This design comes from an exercise in tuning for small area, a short achievable clock period and few clock cycles per item on the open sky130 flow, not from production work. Only simulation tests tie the RTL to the original design; equivalence was not proved.

==> module photon_perm, before the edit <==
module photon_perm (
    input  wire         clk,
    input  wire         rst,         
    input  wire         in_valid,
    output wire         in_ready,
    input  wire [255:0] in_state,
    output wire         out_valid,
    input  wire         out_ready,
    output wire [255:0] out_state
);
    localparam [63:0] RCR = 64'h0000_A529_C6BD_E731;    
    localparam [31:0] IC  = 32'h8CEF_7310;              
    reg [255:0] a, b;
    reg         va, vb;      
    reg [3:0]   ra, rb;      
    reg         bdone;       
    reg  cont;                              
    wire en   = !bdone || out_ready;        
    assign in_ready  = !vb || (bdone && out_ready);
    assign out_valid = bdone;
    assign out_state = b;
    wire take = in_valid && in_ready;
    reg  [3:0]  rc;
    wire [3:0]  rn = cont ? rb + 4'd1 : 4'd0;
    wire        cont_n = va && (ra != 4'd11);
    wire [31:0] k;
    wire [255:0] x = cont ? b : in_state;
    wire [255:0] x_ac;
    genvar i, j;
    generate
        for (i = 0; i < 8; i = i + 1) begin : g_row
            assign k[4*i +: 4] = rc ^ IC[4*i +: 4];
            for (j = 0; j < 8; j = j + 1) begin : g_col
                if (j == 0) begin : g_ac
                    assign x_ac[4*(8*i+j) +: 4] = x[4*(8*i+j) +: 4] ^ k[4*i +: 4];
                end else begin : g_nac
                    assign x_ac[4*(8*i+j) +: 4] = x[4*(8*i+j) +: 4];
                end
            end
        end
    endgenerate
    wire [255:0] a_d, b_d;
    photon_sbsr u_sbsr (.s_in(x_ac), .s_out(a_d));
    photon_mc   u_mc   (.s_in(a),    .s_out(b_d));
    always @(posedge clk) begin
        if (en) begin
            a <= a_d;
            b <= b_d;
            ra <= rn;
            rb <= ra;
        end
    end
    always @(posedge clk) begin
        if (rst) begin
            rc    <= RCR[3:0];
            va    <= 1'b0;
            vb    <= 1'b0;
            bdone <= 1'b0;
            cont  <= 1'b0;
        end else if (en) begin
            cont  <= cont_n;
            va    <= cont || take;
            vb    <= va;
            bdone <= va && (ra == 4'd11);
            rc    <= cont_n ? RCR[{ra + 4'd1, 2'b00} +: 4] : RCR[3:0];
        end
    end
endmodule
export LEC_CHECK = 0
export CAP_MARGIN = 20
export CORE_MARGIN = 2
export CORE_UTILIZATION = 65
export PLACE_DENSITY = 0.75
export SETUP_SLACK_MARGIN = 2.6
export SLEW_MARGIN = 20
create_clock -name core_clock -period 5.0 [get_ports {clk}]
standard.sh (not shown) runs the stock make flow with config.mk's settings and CLKGATE_MAP_FILE= SYNTH_SCRIPT=/design/flow/synth_recipe.tcl, a recipe that flattens the netlist after the stock synthesis.
==> flow/flow/run.sh <==
#!/bin/bash
# Own layout flow: the standard flow (standard.sh) with a different
# technology mapping in synthesis (flow/synth.tcl: the same synthesis script,
# but no adder extraction and ABC run with flow/abc.script) and smaller port
# buffers. Each tool's output goes to its own log in the work folder.
set -euo pipefail
W=$PWD
EXTRA=()
[ -f flow/extra.txt ] && mapfile -t EXTRA < <(grep -v '^#' flow/extra.txt | grep .)
bash standard.sh \
  SYNTH_SCRIPT=$W/flow/synth.tcl \
  BENCHV_ABC_SCRIPT=$W/flow/abc.script \
  "${EXTRA[@]}" \
  finish > $W/flow_make.log 2>&1
mkdir -p $W/flow_logs
cp -r $W/orfs/logs/* $W/flow_logs/ 2>/dev/null || true
test -f $W/out/final.def
==> flow/flow/abc.script <==
&get -n
&st
&dch
&nf -p
&put
topo
stime -c
==> flow/flow/extra.txt <==
# extra make variables, one per line
BUFFER_PORTS_ARGS=-buffer_cell sky130_fd_sc_hd__buf_1
==> flow/flow/synth.tcl <==
# The standard flow's synthesis (synth_recipe.tcl) with two changes to the technology
# mapping only: no half/full-adder extraction, and ABC run with our script.
proc synth {args} { yosys synth -nofsm -noshare {*}$args }
proc extract_fa {args} { puts "extract_fa skipped" }
proc abc {args} {
  set i [lsearch -exact $args -script]
  if { $i >= 0 && [info exists ::env(BENCHV_ABC_SCRIPT)] } {
    lset args [expr {$i + 1}] $::env(BENCHV_ABC_SCRIPT)
  }
  set j [lsearch -exact $args -D]
  if { $j >= 0 && [info exists ::env(BENCHV_ABC_D)] } {
    lset args [expr {$j + 1}] $::env(BENCHV_ABC_D)
  }
  puts "abc $args"
  yosys abc {*}$args
}
source $::env(SCRIPTS_DIR)/synth.tcl
# left out here: clear keep_hierarchy, flatten, clean up, hide names made inside functions, write 1_2_yosys.v
Testbench counts at the start, summed over its fixed seeds: cycles 6,160, items 512.
==> next run, changes <==
--- a/flow/design.v
+++ b/flow/design.v
@@ -304,6 +304,7 @@
     reg [3:0]   ra, rb;      
     reg         bdone;       
     reg  cont;                              
+    reg  take_in;                           
     wire en   = !bdone || out_ready;        
     assign in_ready  = !vb || (bdone && out_ready);
     assign out_valid = bdone;
@@ -313,7 +314,7 @@
     wire [3:0]  rn = cont ? rb + 4'd1 : 4'd0;
     wire        cont_n = va && (ra != 4'd11);
     wire [31:0] k;
-    wire [255:0] x = cont ? b : in_state;
+    wire [255:0] x = (b & {256{cont}}) | (in_state & {256{take_in}});
     wire [255:0] x_ac;
     genvar i, j;
     generate
@@ -346,8 +347,10 @@
             vb    <= 1'b0;
             bdone <= 1'b0;
             cont  <= 1'b0;
+            take_in <= 1'b1;
         end else if (en) begin
             cont  <= cont_n;
+            take_in <= !cont_n;
             va    <= cont || take;
             vb    <= va;
             bdone <= va && (ra == 4'd11);
After rerunning: The new run passed the timing, design-rule and antenna checks. Area after synthesis goes down by 1.4%. Routed wire length rose by 3.1%. Cell area decreases by about 0.9%. Die area went down by about 1.3%. Global-route usage grows by 0.95 points. Fmax is lower by about 1.3%. Final cell count goes up by 1.6%. Via count is higher by 6.4%. Count of clock-buffer cells in the layout is unchanged.
Testbench counts after the change, summed over its fixed seeds: cycles 6,160, items 512.

## what the ideal ports hide
How much do the figures lean on ideal ports? The routed layouts below were timed once more, with nothing changed but the port constraints.
Step 1, drivers: a clkbuf_16 drives clk and a buf_2 each remaining input, both assumed.
Step 2 also shifts input and output timing later by t, the mid clock arrival at the registers, as if the neighbouring blocks saw the same clock.
a / b / c = ideal ports / drivers / drivers and shift; a / b = the first two.
| run | t, ns | setup slack, ns | slew at the worst register clock pin (ns) | worst data-port slew with drivers (ns) |
|---|---|---|---|---|
| the first run | 0.688 | 2.532 / 2.511 / 2.070 | 0.07 / 0.07 | 0.11 |
| the second run | 0.695 | 2.500 / 2.500 / 2.216 | 0.07 / 0.07 | 0.16 |
After both steps setup and hold are still met in every run listed. The setup slack of the first run, which loses most, moves by -0.021 ns with the drivers and by -0.462 ns with both steps.
